From an optimization exercise on the open Yosys and OpenROAD flow, aimed at small area, a short achievable clock period and few clock cycles; shortcuts taken in it are not production practice.

==> flow/design.v <==
module sha256_stream (
    input  wire         clk,
    input  wire         rst,           
    input  wire         start,         
    input  wire         mode,          
    input  wire         in_valid,
    output wire         in_ready,
    input  wire [31:0]  in_data,       
    input  wire         in_last,
    input  wire [2:0]   in_nbytes,     
    output wire [255:0] digest,
    output wire         digest_valid
);
    reg         busy;       
    reg         pre;        
    reg  [6:0]  t;          
    reg  [3:0]  slot;       
    reg  [5:0]  kidx;       
    reg  [31:0] k_n;        
    reg         open;       
    reg         need80;     
    reg         fits;       
    reg         fin;        
    reg         done;       
    reg         rotating;   
    reg  [3:0]  rot;        
    reg  [15:0] nbytes;     
    reg         ib_valid;
    reg  [31:0] ib_data;
    reg         ib_last;
    reg  [2:0]  ib_nbytes;
    reg  [31:0] a, b, c, d, e, f, g, h;
    reg  [31:0] p, q;               
    reg  [31:0] s1r, chr;           
    reg  [31:0] p0, p1, p2, p3;     
    reg  [31:0] q0, q1, q2, q3;     
    reg  [31:0] w [0:15];           
    integer i;
    wire        t63   = (t == 7'd63);
    wire        t64   = t[6];
    wire        emit  = t64 || t63 || (t < 7'd14);
    wire        want  = busy && emit && open;   
    wire        wait0 = want && pre && t63 && !ib_valid;
    wire        stall = want && (rotating || !ib_valid) && !wait0;
    wire        adv   = busy && !stall && !wait0;   
    wire        rnd   = adv && !pre;            
    wire        fold  = (t >= 7'd61);           
    wire        take  = want && !rotating && ib_valid;   
    assign in_ready     = !ib_valid || take;
    assign digest_valid = done;
    assign digest       = {p0, p1, p2, p3, q0, q1, q2, q3};
    wire        rot14  = stall && rotating && (rot == 4'd14);
    wire        rot15  = stall && rotating && (rot == 4'd15);
    wire [5:0]  kidx_n = ((adv && !t63) || rot15) ? kidx + 6'd1 :
                         rot14 ? kidx - 6'd1 : kidx;
    reg  [31:0] k_rom;
    always @(*) begin
        case (kidx_n)
            6'd0:  k_rom = 32'h428a2f98; 6'd1:  k_rom = 32'h71374491;
            6'd2:  k_rom = 32'hb5c0fbcf; 6'd3:  k_rom = 32'he9b5dba5;
            6'd4:  k_rom = 32'h3956c25b; 6'd5:  k_rom = 32'h59f111f1;
            6'd6:  k_rom = 32'h923f82a4; 6'd7:  k_rom = 32'hab1c5ed5;
            6'd8:  k_rom = 32'hd807aa98; 6'd9:  k_rom = 32'h12835b01;
            6'd10: k_rom = 32'h243185be; 6'd11: k_rom = 32'h550c7dc3;
            6'd12: k_rom = 32'h72be5d74; 6'd13: k_rom = 32'h80deb1fe;
            6'd14: k_rom = 32'h9bdc06a7; 6'd15: k_rom = 32'hc19bf174;
            6'd16: k_rom = 32'he49b69c1; 6'd17: k_rom = 32'hefbe4786;
            6'd18: k_rom = 32'h0fc19dc6; 6'd19: k_rom = 32'h240ca1cc;
            6'd20: k_rom = 32'h2de92c6f; 6'd21: k_rom = 32'h4a7484aa;
            6'd22: k_rom = 32'h5cb0a9dc; 6'd23: k_rom = 32'h76f988da;
            6'd24: k_rom = 32'h983e5152; 6'd25: k_rom = 32'ha831c66d;
            6'd26: k_rom = 32'hb00327c8; 6'd27: k_rom = 32'hbf597fc7;
            6'd28: k_rom = 32'hc6e00bf3; 6'd29: k_rom = 32'hd5a79147;
            6'd30: k_rom = 32'h06ca6351; 6'd31: k_rom = 32'h14292967;
            6'd32: k_rom = 32'h27b70a85; 6'd33: k_rom = 32'h2e1b2138;
            6'd34: k_rom = 32'h4d2c6dfc; 6'd35: k_rom = 32'h53380d13;
            6'd36: k_rom = 32'h650a7354; 6'd37: k_rom = 32'h766a0abb;
            6'd38: k_rom = 32'h81c2c92e; 6'd39: k_rom = 32'h92722c85;
            6'd40: k_rom = 32'ha2bfe8a1; 6'd41: k_rom = 32'ha81a664b;
            6'd42: k_rom = 32'hc24b8b70; 6'd43: k_rom = 32'hc76c51a3;
            6'd44: k_rom = 32'hd192e819; 6'd45: k_rom = 32'hd6990624;
            6'd46: k_rom = 32'hf40e3585; 6'd47: k_rom = 32'h106aa070;
            6'd48: k_rom = 32'h19a4c116; 6'd49: k_rom = 32'h1e376c08;
            6'd50: k_rom = 32'h2748774c; 6'd51: k_rom = 32'h34b0bcb5;
            6'd52: k_rom = 32'h391c0cb3; 6'd53: k_rom = 32'h4ed8aa4a;
            6'd54: k_rom = 32'h5b9cca4f; 6'd55: k_rom = 32'h682e6ff3;
            6'd56: k_rom = 32'h748f82ee; 6'd57: k_rom = 32'h78a5636f;
            6'd58: k_rom = 32'h84c87814; 6'd59: k_rom = 32'h8cc70208;
            6'd60: k_rom = 32'h90befffa; 6'd61: k_rom = 32'ha4506ceb;
            6'd62: k_rom = 32'hbef9a3f7; default: k_rom = 32'hc67178f2;
        endcase
    end
    wire [31:0] s1  = s1r;
    wire [31:0] ch  = chr;
    wire [31:0] s0  = {a[1:0], a[31:2]} ^ {a[12:0], a[31:13]} ^ {a[21:0], a[31:22]};
    wire [31:0] mj  = (a & b) | (a & c) | (b & c);
    wire [31:0] y_s = p ^ ch ^ s1;
    wire [31:0] y_c = {((p & ch) | (p & s1) | (ch & s1)), 1'b0};
    wire [31:0] u_s = y_s ^ y_c ^ mj;
    wire [31:0] u_c = {((y_s & y_c) | (y_s & mj) | (y_c & mj)), 1'b0};
    wire [31:0] v_s = u_s ^ u_c ^ s0;
    wire [31:0] v_c = {((u_s & u_c) | (u_s & s0) | (u_c & s0)), 1'b0};
    wire [31:0] r_s = q ^ ch ^ s1;
    wire [31:0] r_c = {((q & ch) | (q & s1) | (ch & s1)), 1'b0};
    wire [31:0] a_new = v_s + v_c;
    wire [31:0] e_new = r_s + r_c;
    wire [31:0] pa = p3 + a;
    wire [31:0] qe = q3 + e;
    reg  [31:0] hn, dn;
    always @(*) begin
        if (t64) begin
            hn = q2;
            dn = p2;
        end else begin
            hn = g;
            dn = c;
        end
    end
    wire [31:0] w15  = w[15];
    wire [31:0] x_s  = hn ^ k_n ^ w15;
    wire [31:0] x_c  = {((hn & k_n) | (hn & w15) | (k_n & w15)), 1'b0};
    wire [31:0] z_s  = x_s ^ x_c ^ dn;
    wire [31:0] z_c  = {((x_s & x_c) | (x_s & dn) | (x_c & dn)), 1'b0};
    wire [31:0] p_n  = x_s + x_c;
    wire [31:0] q_n  = z_s + z_c;
    wire [31:0] w1  = w[1];
    wire [31:0] w14 = w[14];
    wire [31:0] ss0 = {w1[6:0], w1[31:7]} ^ {w1[17:0], w1[31:18]} ^ (w1 >> 3);
    wire [31:0] ss1 = {w14[16:0], w14[31:17]} ^ {w14[18:0], w14[31:19]} ^ (w14 >> 10);
    wire [31:0] m_s = ss1 ^ w[9] ^ ss0;
    wire [31:0] m_c = {((ss1 & w[9]) | (ss1 & ss0) | (w[9] & ss0)), 1'b0};
    wire [31:0] n_s = m_s ^ m_c ^ w[0];
    wire [31:0] n_c = {((m_s & m_c) | (m_s & w[0]) | (m_c & w[0])), 1'b0};
    wire [31:0] w_new = n_s + n_c;
    reg  [31:0] last_word;
    always @(*) begin
        case (ib_nbytes)
            3'd0:    last_word = 32'h80000000;
            3'd1:    last_word = {ib_data[31:24], 24'h800000};
            3'd2:    last_word = {ib_data[31:16], 16'h8000};
            3'd3:    last_word = {ib_data[31:8], 8'h80};
            default: last_word = ib_data;
        endcase
    end
    wire [31:0] pad_word = need80 ? 32'h80000000 :
                           (fits && slot == 4'd15) ? {13'd0, nbytes, 3'd0} : 32'h0;
    wire [31:0] msg_word = open ? (ib_last ? last_word : ib_data) : pad_word;
    wire [31:0] w_in     = emit ? msg_word : w_new;
    always @(posedge clk) begin
        if (rst) begin
            busy     <= 1'b0;
            pre      <= 1'b0;
            t        <= 7'd63;
            slot     <= 4'd0;
            open     <= 1'b0;
            need80   <= 1'b0;
            fits     <= 1'b0;
            fin      <= 1'b0;
            done     <= 1'b0;
            rotating <= 1'b0;
            rot      <= 4'd0;
            nbytes   <= 16'd0;
        end else if (start) begin
            busy     <= 1'b1;
            pre      <= 1'b1;
            t        <= 7'd63;
            slot     <= 4'd0;
            open     <= 1'b1;
            need80   <= 1'b0;
            fits     <= 1'b0;
            fin      <= 1'b0;
            done     <= 1'b0;
            rotating <= 1'b0;
            rot      <= 4'd0;
            nbytes   <= 16'd0;
        end else if (stall) begin
            rot <= rot + 4'd1;
            if (!rotating)
                rotating <= 1'b1;
            else if (rot == 4'd15)
                rotating <= 1'b0;
        end else if (adv) begin
            if (t64) begin
                t   <= 7'd0;
                pre <= 1'b0;
            end else begin
                t <= t + 7'd1;
            end
            if (emit) begin
                slot <= slot + 4'd1;
                if (open) begin
                    nbytes <= nbytes + (ib_last ? {13'd0, ib_nbytes} : 16'd4);
                    if (ib_last) begin
                        open   <= 1'b0;
                        need80 <= (ib_nbytes == 3'd4);
                        fits   <= (slot <= 4'd13);
                    end
                end else if (need80) begin
                    need80 <= 1'b0;
                    fits   <= (slot <= 4'd13);
                end else if (slot == 4'd0) begin
                    fits <= 1'b1;
                end else if (slot == 4'd15 && fits) begin
                    fin <= 1'b1;
                end
            end
            if (rnd && t64 && fin) begin
                busy <= 1'b0;
                done <= 1'b1;
            end
        end
    end
    always @(posedge clk) begin
        if (start) begin
            kidx <= 6'd0;
            k_n  <= 32'h428a2f98;
        end else begin
            kidx <= kidx_n;
            k_n  <= k_rom;
        end
    end
    always @(posedge clk) begin
        if (rst || start)
            ib_valid <= 1'b0;
        else if (in_valid && in_ready)
            ib_valid <= 1'b1;
        else if (take)
            ib_valid <= 1'b0;
    end
    always @(posedge clk) begin
        if (in_valid && in_ready) begin
            ib_data   <= in_data;
            ib_last   <= in_last;
            ib_nbytes <= in_nbytes;
        end
    end
    always @(posedge clk) begin
        for (i = 0; i < 15; i = i + 1)
            w[i] <= w[i + 1];
        w[15] <= stall ? w[0] : w_in;
    end
    always @(posedge clk) begin
        if (stall) begin
            a <= h; b <= a; c <= b; d <= c;
            e <= d; f <= e; g <= f; h <= g;
        end else if (pre && !t64) begin
            a <= 32'd0; b <= a; c <= b; d <= c;
            e <= 32'd0; f <= e; g <= f; h <= g;
        end else if (t64) begin
            a <= pa; b <= p0; c <= p1; d <= p2;
            e <= qe; f <= q0; g <= q1; h <= q2;
        end else begin
            a <= a_new; b <= a; c <= b; d <= c;
            e <= e_new; f <= e; g <= f; h <= g;
        end
    end
    always @(posedge clk) begin
        p <= p_n;
        q <= q_n;
    end
    wire [31:0] en  = t64 ? qe : e_new;
    wire [31:0] fn  = t64 ? q0 : e;
    wire [31:0] gn  = t64 ? q1 : f;
    always @(posedge clk) begin
        if (!stall) begin
            s1r <= {en[5:0], en[31:6]} ^ {en[10:0], en[31:11]} ^ {en[24:0], en[31:25]};
            chr <= (en & fn) ^ (~en & gn);
        end
    end
    wire fold_en = adv && fold && !(pre && !t64);
    always @(posedge clk) begin
        if (start) begin
            if (mode) begin
                p0 <= 32'h367cd507; p1 <= 32'h3070dd17; p2 <= 32'hf70e5939; p3 <= 32'hc1059ed8;
                q0 <= 32'h68581511; q1 <= 32'h64f98fa7; q2 <= 32'hbefa4fa4; q3 <= 32'hffc00b31;
            end else begin
                p0 <= 32'hbb67ae85; p1 <= 32'h3c6ef372; p2 <= 32'ha54ff53a; p3 <= 32'h6a09e667;
                q0 <= 32'h9b05688c; q1 <= 32'h1f83d9ab; q2 <= 32'h5be0cd19; q3 <= 32'h510e527f;
            end
        end else if (fold_en) begin
            p0 <= pa; p1 <= p0; p2 <= p1; p3 <= p2;
            q0 <= qe; q1 <= q0; q2 <= q1; q3 <= q2;
        end
    end
endmodule
clock: 10.0 ns
lec_check: 0
cap_margin: 20
core_margin: 2
core_utilization: 60
cts_buf_list: sky130_fd_sc_hd__clkbuf_8
cts_cluster_size: 30
setup_slack_margin: 5
slew_margin: 20
run.sh (not shown) runs the stock make flow with config.mk's settings and CLKGATE_MAP_FILE= SYNTH_SCRIPT=/design/flow/synth_recipe.tcl, a recipe that flattens the netlist after the stock synthesis.
Rerun with:
--- a/flow/design.v
+++ b/flow/design.v
@@ -30,8 +30,7 @@
     reg         ib_last;
     reg  [2:0]  ib_nbytes;
     reg  [31:0] a, b, c, d, e, f, g, h;
-    reg  [31:0] p, q;               
-    reg  [31:0] s1r, chr;           
+    reg  [31:0] ys, yc;             
     reg  [31:0] p0, p1, p2, p3;     
     reg  [31:0] q0, q1, q2, q3;     
     reg  [31:0] w [0:15];           
@@ -49,13 +48,10 @@
     assign in_ready     = !ib_valid || take;
     assign digest_valid = done;
     assign digest       = {p0, p1, p2, p3, q0, q1, q2, q3};
-    wire        rot14  = stall && rotating && (rot == 4'd14);
-    wire        rot15  = stall && rotating && (rot == 4'd15);
-    wire [5:0]  kidx_n = ((adv && !t63) || rot15) ? kidx + 6'd1 :
-                         rot14 ? kidx - 6'd1 : kidx;
+    wire        k_adv = adv && !t63;
     reg  [31:0] k_rom;
     always @(*) begin
-        case (kidx_n)
+        case (kidx)
             6'd0:  k_rom = 32'h428a2f98; 6'd1:  k_rom = 32'h71374491;
             6'd2:  k_rom = 32'hb5c0fbcf; 6'd3:  k_rom = 32'he9b5dba5;
             6'd4:  k_rom = 32'h3956c25b; 6'd5:  k_rom = 32'h59f111f1;
@@ -90,39 +86,30 @@
             6'd62: k_rom = 32'hbef9a3f7; default: k_rom = 32'hc67178f2;
         endcase
     end
-    wire [31:0] s1  = s1r;
-    wire [31:0] ch  = chr;
     wire [31:0] s0  = {a[1:0], a[31:2]} ^ {a[12:0], a[31:13]} ^ {a[21:0], a[31:22]};
     wire [31:0] mj  = (a & b) | (a & c) | (b & c);
-    wire [31:0] y_s = p ^ ch ^ s1;
-    wire [31:0] y_c = {((p & ch) | (p & s1) | (ch & s1)), 1'b0};
-    wire [31:0] u_s = y_s ^ y_c ^ mj;
-    wire [31:0] u_c = {((y_s & y_c) | (y_s & mj) | (y_c & mj)), 1'b0};
+    wire [31:0] u_s = ys ^ yc ^ mj;
+    wire [31:0] u_c = {((ys & yc) | (ys & mj) | (yc & mj)), 1'b0};
     wire [31:0] v_s = u_s ^ u_c ^ s0;
     wire [31:0] v_c = {((u_s & u_c) | (u_s & s0) | (u_c & s0)), 1'b0};
-    wire [31:0] r_s = q ^ ch ^ s1;
-    wire [31:0] r_c = {((q & ch) | (q & s1) | (ch & s1)), 1'b0};
+    wire [31:0] r_s = ys ^ yc ^ d;
+    wire [31:0] r_c = {((ys & yc) | (ys & d) | (yc & d)), 1'b0};
     wire [31:0] a_new = v_s + v_c;
     wire [31:0] e_new = r_s + r_c;
     wire [31:0] pa = p3 + a;
     wire [31:0] qe = q3 + e;
-    reg  [31:0] hn, dn;
-    always @(*) begin
-        if (t64) begin
-            hn = q2;
-            dn = p2;
-        end else begin
-            hn = g;
-            dn = c;
-        end
-    end
+    wire [31:0] hn   = t64 ? q2 : g;
     wire [31:0] w15  = w[15];
     wire [31:0] x_s  = hn ^ k_n ^ w15;
     wire [31:0] x_c  = {((hn & k_n) | (hn & w15) | (k_n & w15)), 1'b0};
-    wire [31:0] z_s  = x_s ^ x_c ^ dn;
-    wire [31:0] z_c  = {((x_s & x_c) | (x_s & dn) | (x_c & dn)), 1'b0};
     wire [31:0] p_n  = x_s + x_c;
-    wire [31:0] q_n  = z_s + z_c;
+    wire [31:0] en   = t64 ? qe : e_new;
+    wire [31:0] fn   = t64 ? q0 : e;
+    wire [31:0] gn   = t64 ? q1 : f;
+    wire [31:0] s1n  = {en[5:0], en[31:6]} ^ {en[10:0], en[31:11]} ^ {en[24:0], en[31:25]};
+    wire [31:0] chn  = (en & fn) ^ (~en & gn);
+    wire [31:0] ys_n = p_n ^ s1n ^ chn;
+    wire [31:0] yc_n = {((p_n & s1n) | (p_n & chn) | (s1n & chn)), 1'b0};
     wire [31:0] w1  = w[1];
     wire [31:0] w14 = w[14];
     wire [31:0] ss0 = {w1[6:0], w1[31:7]} ^ {w1[17:0], w1[31:18]} ^ (w1 >> 3);
@@ -212,10 +199,10 @@
     end
     always @(posedge clk) begin
         if (start) begin
-            kidx <= 6'd0;
+            kidx <= 6'd1;
             k_n  <= 32'h428a2f98;
-        end else begin
-            kidx <= kidx_n;
+        end else if (k_adv) begin
+            kidx <= kidx + 6'd1;
             k_n  <= k_rom;
         end
     end
@@ -255,16 +242,9 @@
         end
     end
     always @(posedge clk) begin
-        p <= p_n;
-        q <= q_n;
-    end
-    wire [31:0] en  = t64 ? qe : e_new;
-    wire [31:0] fn  = t64 ? q0 : e;
-    wire [31:0] gn  = t64 ? q1 : f;
-    always @(posedge clk) begin
         if (!stall) begin
-            s1r <= {en[5:0], en[31:6]} ^ {en[10:0], en[31:11]} ^ {en[24:0], en[31:25]};
-            chr <= (en & fn) ^ (~en & gn);
+            ys <= ys_n;
+            yc <= yc_n;
         end
     end
     wire fold_en = adv && fold && !(pre && !t64);
- The new run passed the timing, design-rule and antenna checks
- wire length came out lower by 7.0%
- setup slack gains 0.065 ns
- die area drops by 7.5%
- flip-flop and latch count goes down by 65
- cell area goes down by 7.8%
- hold slack gets worse by 0.019 ns
- clock skew shrinks by 0.0076 ns
- register-to-register slack loses 0.04 ns
- cell count shrinks by 6.4%
- first-iteration DRC count rises by 5.0%
- critical path depth climbs by 7
- synthesized cell count fell by 6.1%
No functional check of the RTL was part of any run of this note.

## re-timing with driven ports
In the flow no input, the clock included, has a driving cell. The finished layouts below were timed again as built, in two steps. Step 1 (the two cells are an assumption about what drives the block):
set clk [get_ports {clk}]
set_driving_cell -lib_cell sky130_fd_sc_hd__clkbuf_16 $clk
set_driving_cell -lib_cell sky130_fd_sc_hd__buf_2 [delete_from_list [all_inputs] $clk]
Step 2 adds t to the input delays and takes it off the output delays; t is the mean of the earliest and latest rising clock arrival at the registers after step 1. Input paths then give back, and output paths get back, about the clock's delay inside the block. a / b / c = ideal / step 1 / step 2; a / b = the first two.
run	t (ns)	slack for setup (ns)	worst hold slack (ns)	worst register clock-pin slew, ns
the first run	0.994	4.966 / 4.893 / 5.066	0.287 / 0.287 / 0.287	0.07 / 0.07
the second run	0.956	5.031 / 5.031 / 5.031	0.268 / 0.268 / 0.268	0.08 / 0.08
After both steps every run listed still meets setup and hold.
